Context: an optimization exercise on an open-source flow, tuned for small area, a short achievable clock period and few clock cycles. The choices shown serve that exercise and are no tape-out recipe.
Where RTL was checked, it was by simulation tests only, not by an equivalence proof against the original.
No activity file was given, so power comes from the tool's default toggle rates.

==> module palidx4_engine, before the edit <==
module palidx4_engine (
    input  wire        clk,
    input  wire        rst,
    input  wire        start,
    input  wire [1:0]  op,
    input  wire [15:0] len,
    input  wire        transp_en,
    input  wire [31:0] transp_color,
    input  wire [31:0] start_index,
    input  wire        pix_valid,
    input  wire [31:0] pix_data,
    output wire        pix_ready,
    output reg         out_valid,
    output reg  [7:0]  out_byte,
    output wire        busy,
    output reg         done,
    output reg  [3:0]  err,
    output wire [15:0] err_info,
    output wire [4:0]  pal_count
);
    localparam OP_BUILD  = 2'd0;
    localparam OP_MAP4   = 2'd1;
    localparam OP_PALSER = 2'd2;
    localparam OP_PACK16 = 2'd3;
    function [4:0] scale5;
        input [7:0] c;
        reg ge;
        begin
            case (c[2:0])
            3'd0:    ge = c[7:3] >= 5'd1;
            3'd1:    ge = c[7:3] >= 5'd5;
            3'd2:    ge = c[7:3] >= 5'd9;
            3'd3:    ge = c[7:3] >= 5'd14;
            3'd4:    ge = c[7:3] >= 5'd18;
            3'd5:    ge = c[7:3] >= 5'd23;
            3'd6:    ge = c[7:3] >= 5'd27;
            default: ge = 1'b0;
            endcase
            scale5 = c[7:3] - {4'd0, ge};
        end
    endfunction
    reg        busy_q;
    reg        m_build, m_map, m_pal, m_pack;    
    reg        pr_q;                             
    reg [31:0] pix_q;                            
    reg        pv_q;                             
    reg        tins_q;                           
    reg        hp_q;                             
    reg [15:0] rem;                              
    reg [15:0] idx;                              
    reg [15:0] eidx;                             
    reg        e1_seen;                          
    reg        si_seen;                          
    reg [3:0]  si_lo;
    reg        si_big;
    reg        have_lo;
    reg [3:0]  lo_nib;
    reg [4:0]  q;                                
    reg        ph;                               
    reg [7:0]  hi_reg;
    reg [4:0]  cnt;
    reg [31:0] pal [0:15];
    assign busy      = busy_q;
    assign pix_ready = pr_q;
    assign err_info  = eidx;
    assign pal_count = cnt;
    wire take_cmd = start & ~busy_q;
    wire [5:0] c2 = {1'b0, cnt} + {2'b0, si_lo};
    reg [15:0] vmask, simask;
    reg [15:0] match;
    reg [15:0] eq_in;
    reg [15:0] eq_q;
    reg        byp_q, sh_q;
    wire [15:0] eq_adj = sh_q ? {byp_q, eq_q[15:1]} : eq_q;
    integer k;
    always @(*) begin
        for (k = 0; k < 16; k = k + 1) begin
            vmask[k]  = ({1'b0, cnt} + k) >= 6'd16;
            simask[k] = si_big | ((c2 + k) >= 6'd32);
            eq_in[k]  = (pal[k] == pix_data);
            match[k]  = vmask[k] & eq_adj[k];
        end
    end
    wire hit   = |match;
    wire si_hi = |(match & simask);
    wire [3:0] pos = {|match[15:8], |{match[15:12], match[7:4]},
                      |{match[15:14], match[11:10], match[7:6], match[3:2]},
                      |{match[15], match[13], match[11], match[9], match[7], match[5], match[3], match[1]}};
    wire [3:0] s_nib = c2[3:0] + pos;
    wire rem0 = (rem == 16'd0);
    wire rem1 = (rem == 16'd1);
    wire b_new  = m_build & pv_q & ~hit & ~e1_seen;
    wire full   = cnt[4];
    wire ins    = (b_new & ~full) | tins_q;
    wire ovf    = b_new & full;
    wire nf     = m_map & pv_q & ~hit;
    wire sie    = m_map & pv_q & si_hi;
    wire e1_now = ovf | nf;
    wire e1_any = e1_seen | e1_now;
    wire si_any = si_seen | sie;
    wire [3:0] cntm1   = cnt[3:0] - 4'd1;
    wire pal_last      = q[4] & ph & (q[3:0] == cntm1);
    wire pal_rot       = m_pal & ~(cnt == 5'd0) & (~q[4] | ph);
    wire finish = busy_q & (
                  ((m_build | m_map) & (rem0 | (pv_q & rem1))) |
                  (m_pal & ((cnt == 5'd0) | pal_last)) |
                  (m_pack & rem0));
    wire [31:0] cw = m_pal ? pal[0] : pix_q;
    wire [4:0]  r5 = scale5(cw[31:24]);
    wire [4:0]  g5 = scale5(cw[23:16]);
    wire [4:0]  b5 = scale5(cw[15:8]);
    wire        a1 = m_pal ? 1'b0 : (cw[7:0] != 8'd0);
    integer i;
    wire shift = ins | pal_rot;
    always @(posedge clk) begin
        if (shift) begin
            for (i = 0; i < 15; i = i + 1)
                pal[i] <= pal[i + 1];
            pal[15] <= m_pal ? pal[0] : pix_q;
        end
    end
    always @(posedge clk) begin
        pix_q  <= busy_q ? pix_data : transp_color;
        eq_q   <= eq_in;
        byp_q  <= (pix_data == pix_q);
        sh_q   <= shift;
        hi_reg <= {a1, b5, g5[4:3]};
        if (!busy_q) begin
            rem    <= len;
            si_lo  <= start_index[3:0];
            si_big <= |start_index[31:4];
            q      <= cnt;
        end else begin
            rem <= rem - {15'd0, pv_q};
            if (pal_rot)
                q <= q + 5'd1;
        end
        idx     <= busy_q ? idx + {15'd0, pv_q} : 16'd0;
        if (busy_q & ((e1_now & ~e1_seen) | (sie & ~si_seen & ~e1_seen)))
            eidx <= idx;
        e1_seen <= busy_q & e1_any;
        si_seen <= busy_q & si_any;
        have_lo <= busy_q & (have_lo ^ (m_map & pv_q));
        if (pv_q & ~have_lo)
            lo_nib <= s_nib;
        ph      <= busy_q & m_pal & q[4] & ~ph;
        hp_q    <= busy_q & m_pack & pv_q;
        err     <= e1_any ? (m_build ? 4'd3 : 4'd4) : (si_any ? 4'd5 : 4'd0);
        if (m_map & pv_q & have_lo)
            out_byte <= {s_nib, lo_nib};
        else if (hp_q)
            out_byte <= hi_reg;
        else if (m_pal & ph)
            out_byte <= {1'b0, b5, g5[4:3]};
        else
            out_byte <= {g5[2:0], r5};
    end
    always @(posedge clk) begin
        if (rst) begin
            busy_q    <= 1'b0;
            m_build   <= 1'b0;
            m_map     <= 1'b0;
            m_pal     <= 1'b0;
            m_pack    <= 1'b0;
            pr_q      <= 1'b0;
            pv_q      <= 1'b0;
            tins_q    <= 1'b0;
            done      <= 1'b0;
            out_valid <= 1'b0;
            cnt       <= 5'd0;
        end else begin
            pv_q      <= pix_valid & pr_q;
            done      <= finish;
            out_valid <= busy_q & ((m_map & pv_q & have_lo) | hp_q |
                                   (m_pal & q[4] & (cnt != 5'd0)) | (m_pack & pv_q));
            tins_q    <= take_cmd & (op == OP_BUILD) & transp_en;
            if (take_cmd) begin
                busy_q  <= 1'b1;
                m_build <= (op == OP_BUILD);
                m_map   <= (op == OP_MAP4);
                m_pal   <= (op == OP_PALSER);
                m_pack  <= (op == OP_PACK16);
                pr_q    <= (op != OP_PALSER);
                if (op == OP_BUILD)
                    cnt <= 5'd0;
            end else begin
                if (finish) begin
                    busy_q  <= 1'b0;
                    m_build <= 1'b0;
                    m_map   <= 1'b0;
                    m_pal   <= 1'b0;
                    m_pack  <= 1'b0;
                end
                pr_q <= busy_q & ~finish & ~(m_pack & pix_valid & pr_q);
                if (finish & m_build & e1_any)
                    cnt <= 5'd0;
                else if (ins)
                    cnt <= cnt + 5'd1;
            end
        end
    end
endmodule
clock: 11.0 ns
lec_check: 0
cap_margin: 20
core_margin: 2
core_utilization: 40
slew_margin: 20
standard.sh (not shown) runs the stock make flow with config.mk's settings and CLKGATE_MAP_FILE= SYNTH_SCRIPT=/design/flow/synth_recipe.tcl, a recipe that flattens the netlist after the stock synthesis.
==> flow/flow/run.sh <==
#!/bin/bash
# Standard ORFS layout (the standard.sh), with repair_timing aimed at a
# tighter setup target and plain buffers on the ports.
set -euo pipefail
bash standard.sh SETUP_SLACK_MARGIN=7.7 CORE_UTILIZATION=55 \
  "BUFFER_PORTS_ARGS=-buffer_cell sky130_fd_sc_hd__buf_2" \
  CTS_CLUSTER_SIZE=20 CTS_CLUSTER_DIAMETER=60 \
  finish > standard_flow.log 2>&1
Testbench counts at the start, summed over its fixed seeds: cycles 30,153.
Edit:
--- a/flow/design.v
+++ b/flow/design.v
@@ -48,8 +48,10 @@
     reg        hp_q;                             
     reg [15:0] rem;                              
     reg [15:0] idx;                              
     reg [15:0] eidx;                             
+    reg        fix_q;                            
+    reg [15:0] ei_q;                             
     reg        e1_seen;                          
     reg        si_seen;                          
     reg [3:0]  si_lo;
     reg        si_big;
@@ -58,14 +60,16 @@
     reg [4:0]  q;                                
     reg        ph;                               
     reg [7:0]  hi_reg;
     reg [4:0]  cnt;
+    reg [4:0]  pc_q;                             
     reg [31:0] pal [0:15];
     assign busy      = busy_q;
     assign pix_ready = pr_q;
-    assign err_info  = eidx;
-    assign pal_count = cnt;
+    assign err_info  = ei_q;
+    assign pal_count = pc_q;
     wire take_cmd = start & ~busy_q;
+    wire act = m_build | m_map | m_pal | m_pack;
     wire [5:0] c2 = {1'b0, cnt} + {2'b0, si_lo};
     reg [15:0] vmask, simask;
     reg [15:0] match;
     reg [15:0] eq_in;
@@ -97,13 +101,14 @@
     wire sie    = m_map & pv_q & si_hi;
     wire e1_now = ovf | nf;
     wire e1_any = e1_seen | e1_now;
     wire si_any = si_seen | sie;
+    wire [15:0] eidx_nx = fix_q ? idx - 16'd1 : (act & ~e1_seen & ~si_seen) ? idx : eidx;
     wire [3:0] cntm1   = cnt[3:0] - 4'd1;
     wire pal_last      = q[4] & ph & (q[3:0] == cntm1);
     wire pal_rot       = m_pal & ~(cnt == 5'd0) & (~q[4] | ph);
-    wire finish = busy_q & (
-                  ((m_build | m_map) & (rem0 | (pv_q & rem1))) |
+    wire finish = act & (
+                  ((m_build | m_map) & (rem0 | (pv_q & rem1 & ~(m_map & si_seen)))) |
                   (m_pal & ((cnt == 5'd0) | pal_last)) |
                   (m_pack & rem0));
     wire [31:0] cw = m_pal ? pal[0] : pix_q;
     wire [4:0]  r5 = scale5(cw[31:24]);
@@ -119,14 +124,14 @@
             pal[15] <= m_pal ? pal[0] : pix_q;
         end
     end
     always @(posedge clk) begin
-        pix_q  <= busy_q ? pix_data : transp_color;
+        pix_q  <= act ? pix_data : transp_color;
         eq_q   <= eq_in;
         byp_q  <= (pix_data == pix_q);
         sh_q   <= shift;
         hi_reg <= {a1, b5, g5[4:3]};
-        if (!busy_q) begin
+        if (!act) begin
             rem    <= len;
             si_lo  <= start_index[3:0];
             si_big <= |start_index[31:4];
             q      <= cnt;
@@ -134,18 +139,19 @@
             rem <= rem - {15'd0, pv_q};
             if (pal_rot)
                 q <= q + 5'd1;
         end
-        idx     <= busy_q ? idx + {15'd0, pv_q} : 16'd0;
-        if (busy_q & ((e1_now & ~e1_seen) | (sie & ~si_seen & ~e1_seen)))
-            eidx <= idx;
-        e1_seen <= busy_q & e1_any;
-        si_seen <= busy_q & si_any;
-        have_lo <= busy_q & (have_lo ^ (m_map & pv_q));
+        idx     <= act ? idx + {15'd0, pv_q} : 16'd0;
+        eidx    <= eidx_nx;
+        ei_q    <= finish ? eidx_nx : 16'd0;
+        fix_q   <= nf & si_seen & ~e1_seen;
+        e1_seen <= act & e1_any;
+        si_seen <= act & si_any;
+        have_lo <= act & (have_lo ^ (m_map & pv_q));
         if (pv_q & ~have_lo)
             lo_nib <= s_nib;
-        ph      <= busy_q & m_pal & q[4] & ~ph;
-        hp_q    <= busy_q & m_pack & pv_q;
+        ph      <= act & m_pal & q[4] & ~ph;
+        hp_q    <= act & m_pack & pv_q;
         err     <= e1_any ? (m_build ? 4'd3 : 4'd4) : (si_any ? 4'd5 : 4'd0);
         if (m_map & pv_q & have_lo)
             out_byte <= {s_nib, lo_nib};
         else if (hp_q)
@@ -167,12 +173,15 @@
             tins_q    <= 1'b0;
             done      <= 1'b0;
             out_valid <= 1'b0;
             cnt       <= 5'd0;
+            pc_q      <= 5'd0;
         end else begin
+            if (finish & m_build)
+                pc_q <= e1_any ? 5'd0 : cnt + {4'd0, ins};
             pv_q      <= pix_valid & pr_q;
             done      <= finish;
-            out_valid <= busy_q & ((m_map & pv_q & have_lo) | hp_q |
+            out_valid <= act & ((m_map & pv_q & have_lo) | hp_q |
                                    (m_pal & q[4] & (cnt != 5'd0)) | (m_pack & pv_q));
             tins_q    <= take_cmd & (op == OP_BUILD) & transp_en;
             if (take_cmd) begin
                 busy_q  <= 1'b1;
@@ -190,9 +199,9 @@
                     m_map   <= 1'b0;
                     m_pal   <= 1'b0;
                     m_pack  <= 1'b0;
                 end
-                pr_q <= busy_q & ~finish & ~(m_pack & pix_valid & pr_q);
+                pr_q <= act & ~m_pal & ~finish & ~(m_pack & pix_valid & pr_q);
                 if (finish & m_build & e1_any)
                     cnt <= 5'd0;
                 else if (ins)
                     cnt <= cnt + 5'd1;
What happened:
- The new run finished clean
- sequential cell count is higher by 22
- design area is higher by 7.7%
- power is higher by 4.2%
- clock-buffer cell count is higher by 4
- via count is higher by 12%
- area after synthesis is higher by 3.2%
- setup slack gains 0.060 ns
- sequential power is higher by about 4%
- routed wire length is higher by 8.0%
- utilization is higher by 3.0 points
- combinational power is higher by 25%
- maximum frequency is higher by 1.8%
- global-route usage is higher by 0.34 points
- register-to-register slack loses 0.12 ns
For the second run of this note, only the layout was checked, not whether the RTL still works.

---

The RTL this note starts from:
==> flow/design.v <==
module palidx4_engine (
    input  wire        clk,
    input  wire        rst,
    input  wire        start,
    input  wire [1:0]  op,
    input  wire [15:0] len,
    input  wire        transp_en,
    input  wire [31:0] transp_color,
    input  wire [31:0] start_index,
    input  wire        pix_valid,
    input  wire [31:0] pix_data,
    output wire        pix_ready,
    output reg         out_valid,
    output reg  [7:0]  out_byte,
    output wire        busy,
    output reg         done,
    output reg  [3:0]  err,
    output wire [15:0] err_info,
    output wire [4:0]  pal_count
);
    localparam OP_BUILD  = 2'd0;
    localparam OP_MAP4   = 2'd1;
    localparam OP_PALSER = 2'd2;
    localparam OP_PACK16 = 2'd3;
    function [4:0] scale5;
        input [7:0] c;
        reg ge;
        begin
            case (c[2:0])
            3'd0:    ge = c[7:3] >= 5'd1;
            3'd1:    ge = c[7:3] >= 5'd5;
            3'd2:    ge = c[7:3] >= 5'd9;
            3'd3:    ge = c[7:3] >= 5'd14;
            3'd4:    ge = c[7:3] >= 5'd18;
            3'd5:    ge = c[7:3] >= 5'd23;
            3'd6:    ge = c[7:3] >= 5'd27;
            default: ge = 1'b0;
            endcase
            scale5 = c[7:3] - {4'd0, ge};
        end
    endfunction
    reg        busy_q;
    reg        m_build, m_map, m_pal, m_pack;    
    reg        pr_q;                             
    reg [31:0] pix_q;                            
    reg        pv_q;                             
    reg        tins_q;                           
    reg        hp_q;                             
    reg [15:0] rem;                              
    reg [15:0] idx;                              
    reg [15:0] eidx;                             
    reg [15:0] ei_q;                             
    reg        e1_seen;                          
    reg        si_seen;                          
    reg [3:0]  si_lo;
    reg        si_big;
    reg        have_lo;
    reg [3:0]  lo_nib;
    reg [4:0]  q;                                
    reg        ph;                               
    reg        last_q;                           
    reg [7:0]  hi_reg;
    reg [4:0]  cnt;
    reg [31:0] pal [0:15];
    assign busy      = busy_q;
    assign pix_ready = pr_q;
    assign err_info  = ei_q;
    assign pal_count = cnt;
    wire take_cmd = start & ~busy_q;
    reg  [5:0] c2;                               
    reg [15:0] vm_q;                             
    reg [15:0] simask;
    reg [15:0] match;
    reg [15:0] eql_in, eqh_in;
    reg [15:0] eql_q, eqh_q;
    reg        bypl_q, byph_q, sh_q;
    wire [15:0] eq_q   = eql_q & eqh_q;
    wire [15:0] eq_adj = sh_q ? {bypl_q & byph_q, eq_q[15:1]} : eq_q;
    integer k;
    always @(*) begin
        for (k = 0; k < 16; k = k + 1) begin
            simask[k] = si_big | ((c2 + k) >= 6'd32);
            eql_in[k] = (pal[k][15:0] == pix_data[15:0]);
            eqh_in[k] = (pal[k][31:16] == pix_data[31:16]);
            match[k]  = vm_q[k] & eq_adj[k];
        end
    end
    wire hit   = |match;
    wire si_hi = |(match & simask);
    wire [3:0] pos = {|match[15:8], |{match[15:12], match[7:4]},
                      |{match[15:14], match[11:10], match[7:6], match[3:2]},
                      |{match[15], match[13], match[11], match[9], match[7], match[5], match[3], match[1]}};
    wire [3:0] s_nib = c2[3:0] + pos;
    wire rem0 = (rem == 16'd0);
    wire rem1 = (rem == 16'd1);
    wire b_new  = m_build & pv_q & ~hit & ~e1_seen;
    wire full   = cnt[4];
    wire ins    = (b_new & ~full) | tins_q;
    wire ovf    = b_new & full;
    wire nf     = m_map & pv_q & ~hit;
    wire sie    = m_map & pv_q & si_hi;
    wire e1_now = ovf | nf;
    wire e1_any = e1_seen | e1_now;
    wire si_any = si_seen | sie;
    wire [15:0] eidx_nx = (busy_q & ((e1_now & ~e1_seen) | (sie & ~si_seen & ~e1_seen))) ? idx : eidx;
    wire [3:0] cntm1   = cnt[3:0] - 4'd1;
    wire pal_last      = q[4] & ph & last_q;
    wire pal_rot       = m_pal & ~(cnt == 5'd0) & (~q[4] | ph);
    wire finish = busy_q & (
                  ((m_build | m_map) & (rem0 | (pv_q & rem1))) |
                  (m_pal & ((cnt == 5'd0) | pal_last)) |
                  (m_pack & rem0));
    wire [31:0] cw = m_pal ? pal[0] : pix_q;
    wire [4:0]  r5 = scale5(cw[31:24]);
    wire [4:0]  g5 = scale5(cw[23:16]);
    wire [4:0]  b5 = scale5(cw[15:8]);
    wire        a1 = m_pal ? 1'b0 : (cw[7:0] != 8'd0);
    integer i;
    wire shift = ins | pal_rot;
    always @(posedge clk) begin
        if (shift) begin
            for (i = 0; i < 15; i = i + 1)
                pal[i] <= pal[i + 1];
            pal[15] <= m_pal ? pal[0] : pix_q;
        end
    end
    always @(posedge clk) begin
        pix_q  <= busy_q ? pix_data : transp_color;
        eql_q  <= eql_in;
        eqh_q  <= eqh_in;
        bypl_q <= (pix_data[15:0] == pix_q[15:0]);
        byph_q <= (pix_data[31:16] == pix_q[31:16]);
        c2     <= {1'b0, cnt} + {2'b0, si_lo};
        sh_q   <= shift;
        hi_reg <= {a1, b5, g5[4:3]};
        if (!busy_q) begin
            rem    <= len;
            si_lo  <= start_index[3:0];
            si_big <= |start_index[31:4];
            q      <= cnt;
        end else begin
            rem <= rem - {15'd0, pv_q};
            if (pal_rot)
                q <= q + 5'd1;
        end
        idx     <= busy_q ? idx + {15'd0, pv_q} : 16'd0;
        eidx    <= eidx_nx;
        ei_q    <= finish ? eidx_nx : 16'd0;
        e1_seen <= busy_q & e1_any;
        si_seen <= busy_q & si_any;
        have_lo <= busy_q & (have_lo ^ (m_map & pv_q));
        if (pv_q & ~have_lo)
            lo_nib <= s_nib;
        ph      <= busy_q & m_pal & q[4] & ~ph;
        last_q  <= (q[3:0] == cntm1);
        hp_q    <= busy_q & m_pack & pv_q;
        err     <= e1_any ? (m_build ? 4'd3 : 4'd4) : (si_any ? 4'd5 : 4'd0);
        if (m_map & pv_q & have_lo)
            out_byte <= {s_nib, lo_nib};
        else if (hp_q)
            out_byte <= hi_reg;
        else if (m_pal & ph)
            out_byte <= {1'b0, b5, g5[4:3]};
        else
            out_byte <= {g5[2:0], r5};
    end
    always @(posedge clk) begin
        if (rst) begin
            busy_q    <= 1'b0;
            m_build   <= 1'b0;
            m_map     <= 1'b0;
            m_pal     <= 1'b0;
            m_pack    <= 1'b0;
            pr_q      <= 1'b0;
            pv_q      <= 1'b0;
            tins_q    <= 1'b0;
            done      <= 1'b0;
            out_valid <= 1'b0;
            cnt       <= 5'd0;
            vm_q      <= 16'd0;
        end else begin
            pv_q      <= pix_valid & pr_q;
            done      <= finish;
            out_valid <= busy_q & ((m_map & pv_q & have_lo) | hp_q |
                                   (m_pal & q[4] & (cnt != 5'd0)) | (m_pack & pv_q));
            tins_q    <= take_cmd & (op == OP_BUILD) & transp_en;
            if (take_cmd) begin
                busy_q  <= 1'b1;
                m_build <= (op == OP_BUILD);
                m_map   <= (op == OP_MAP4);
                m_pal   <= (op == OP_PALSER);
                m_pack  <= (op == OP_PACK16);
                pr_q    <= (op != OP_PALSER);
                if (op == OP_BUILD) begin
                    cnt  <= 5'd0;
                    vm_q <= 16'd0;
                end
            end else begin
                if (finish) begin
                    busy_q  <= 1'b0;
                    m_build <= 1'b0;
                    m_map   <= 1'b0;
                    m_pal   <= 1'b0;
                    m_pack  <= 1'b0;
                end
                pr_q <= busy_q & ~m_pal & ~finish & ~(m_pack & pix_valid & pr_q);
                if (finish & m_build & e1_any) begin
                    cnt  <= 5'd0;
                    vm_q <= 16'd0;
                end else if (ins) begin
                    cnt  <= cnt + 5'd1;
                    vm_q <= {1'b1, vm_q[15:1]};
                end
            end
        end
    end
endmodule
==> flow/config.mk <==
export PLATFORM = sky130hd
export DESIGN_NAME = palidx4_engine
export DESIGN_NICKNAME = palidx4_engine
export VERILOG_FILES = /design/flow/design.v
export SDC_FILE = /design/flow/constraint.sdc
export NUM_CORES = 4
export LEC_CHECK = 0
export CAP_MARGIN = 20
export CORE_MARGIN = 2
export CORE_UTILIZATION = 40
export SLEW_MARGIN = 20
==> flow/constraint.sdc <==
create_clock -name core_clock -period 11.0 [get_ports {clk}]
set_input_delay 2.2000 -clock core_clock [delete_from_list [all_inputs] [get_ports {clk}]]
set_output_delay 2.2000 -clock core_clock [all_outputs]
set_load 0.01 [all_outputs]
Scripts as last shown in full above: flow/flow/run.sh
Then changed:
--- a/flow/design.v
+++ b/flow/design.v
@@ -46,28 +46,26 @@
     reg        pv_q;                             
     reg        tins_q;                           
     reg        hp_q;                             
     reg [15:0] rem;                              
     reg [15:0] idx;                              
     reg [15:0] eidx;                             
-    reg [15:0] ei_q;                             
     reg        e1_seen;                          
     reg        si_seen;                          
     reg [3:0]  si_lo;
     reg        si_big;
     reg        have_lo;
     reg [3:0]  lo_nib;
     reg [4:0]  q;                                
     reg        ph;                               
-    reg        last_q;                           
     reg [7:0]  hi_reg;
     reg [4:0]  cnt;
     reg [31:0] pal [0:15];
     assign busy      = busy_q;
     assign pix_ready = pr_q;
-    assign err_info  = ei_q;
+    assign err_info  = eidx;
     assign pal_count = cnt;
     wire take_cmd = start & ~busy_q;
     reg  [5:0] c2;                               
     reg [15:0] vm_q;                             
     reg [15:0] simask;
     reg [15:0] match;
@@ -99,15 +97,14 @@
     wire ovf    = b_new & full;
     wire nf     = m_map & pv_q & ~hit;
     wire sie    = m_map & pv_q & si_hi;
     wire e1_now = ovf | nf;
     wire e1_any = e1_seen | e1_now;
     wire si_any = si_seen | sie;
-    wire [15:0] eidx_nx = (busy_q & ((e1_now & ~e1_seen) | (sie & ~si_seen & ~e1_seen))) ? idx : eidx;
     wire [3:0] cntm1   = cnt[3:0] - 4'd1;
-    wire pal_last      = q[4] & ph & last_q;
+    wire pal_last      = q[4] & ph & (q[3:0] == cntm1);
     wire pal_rot       = m_pal & ~(cnt == 5'd0) & (~q[4] | ph);
     wire finish = busy_q & (
                   ((m_build | m_map) & (rem0 | (pv_q & rem1))) |
                   (m_pal & ((cnt == 5'd0) | pal_last)) |
                   (m_pack & rem0));
     wire [31:0] cw = m_pal ? pal[0] : pix_q;
@@ -141,21 +138,20 @@
         end else begin
             rem <= rem - {15'd0, pv_q};
             if (pal_rot)
                 q <= q + 5'd1;
         end
         idx     <= busy_q ? idx + {15'd0, pv_q} : 16'd0;
-        eidx    <= eidx_nx;
-        ei_q    <= finish ? eidx_nx : 16'd0;
+        if (busy_q & ((e1_now & ~e1_seen) | (sie & ~si_seen & ~e1_seen)))
+            eidx <= idx;
         e1_seen <= busy_q & e1_any;
         si_seen <= busy_q & si_any;
         have_lo <= busy_q & (have_lo ^ (m_map & pv_q));
         if (pv_q & ~have_lo)
             lo_nib <= s_nib;
         ph      <= busy_q & m_pal & q[4] & ~ph;
-        last_q  <= (q[3:0] == cntm1);
         hp_q    <= busy_q & m_pack & pv_q;
         err     <= e1_any ? (m_build ? 4'd3 : 4'd4) : (si_any ? 4'd5 : 4'd0);
         if (m_map & pv_q & have_lo)
             out_byte <= {s_nib, lo_nib};
         else if (hp_q)
             out_byte <= hi_reg;
After rerunning: Via count shrinks by 1.9%. Setup slack is better by 10 ps. Wire length shrinks by 2.6%. Final area shrinks by 2.2%. Combinational power grows by about 3%. Clock power shrinks by about 5%.
Testbench counts after the change, summed over its fixed seeds: cycles 30,153.
For the first run of this note, only the layout was checked, not whether the RTL still works.

## re-timing with driven ports
How much do the figures lean on ideal ports? The routed layouts below were timed once more, with nothing changed but the port constraints.
Step 1 (the two cells are an assumption about what drives the block):
set clk [get_ports {clk}]
set_driving_cell -lib_cell sky130_fd_sc_hd__clkbuf_16 $clk
set_driving_cell -lib_cell sky130_fd_sc_hd__buf_2 [delete_from_list [all_inputs] $clk]
Step 2 moves the port delays by t, midway between the first and last clock arrival at a register: inputs arrive t later, outputs are due t later. That takes back most of the time a late clock gives input paths.
Slacks: no drivers / after step 1 / after step 2; pairs: no drivers / after step 1.
| run | t (ns) | slack for setup (ns) | hold WS [ns] |
|---|---|---|---|
| the first run of note 1 | 0.668 | 7.591 / 7.528 / 7.045 | 0.443 / 0.443 / 0.443 |
| the second run of note 1 | 0.681 | 7.650 / 7.650 / 7.065 | 0.435 / 0.435 / 0.435 |
| the first run of note 2 | 0.659 | 7.667 / 7.673 / 7.043 | 0.436 / 0.436 / 0.436 |
| the second run of note 2 | 0.659 | 7.677 / 7.620 / 7.064 | 0.439 / 0.439 / 0.439 |
After both steps every run listed still meets setup and hold. For the first run of note 2, which loses most, drivers alone change the setup slack by +0.006 ns; drivers and shift together by -0.624 ns.
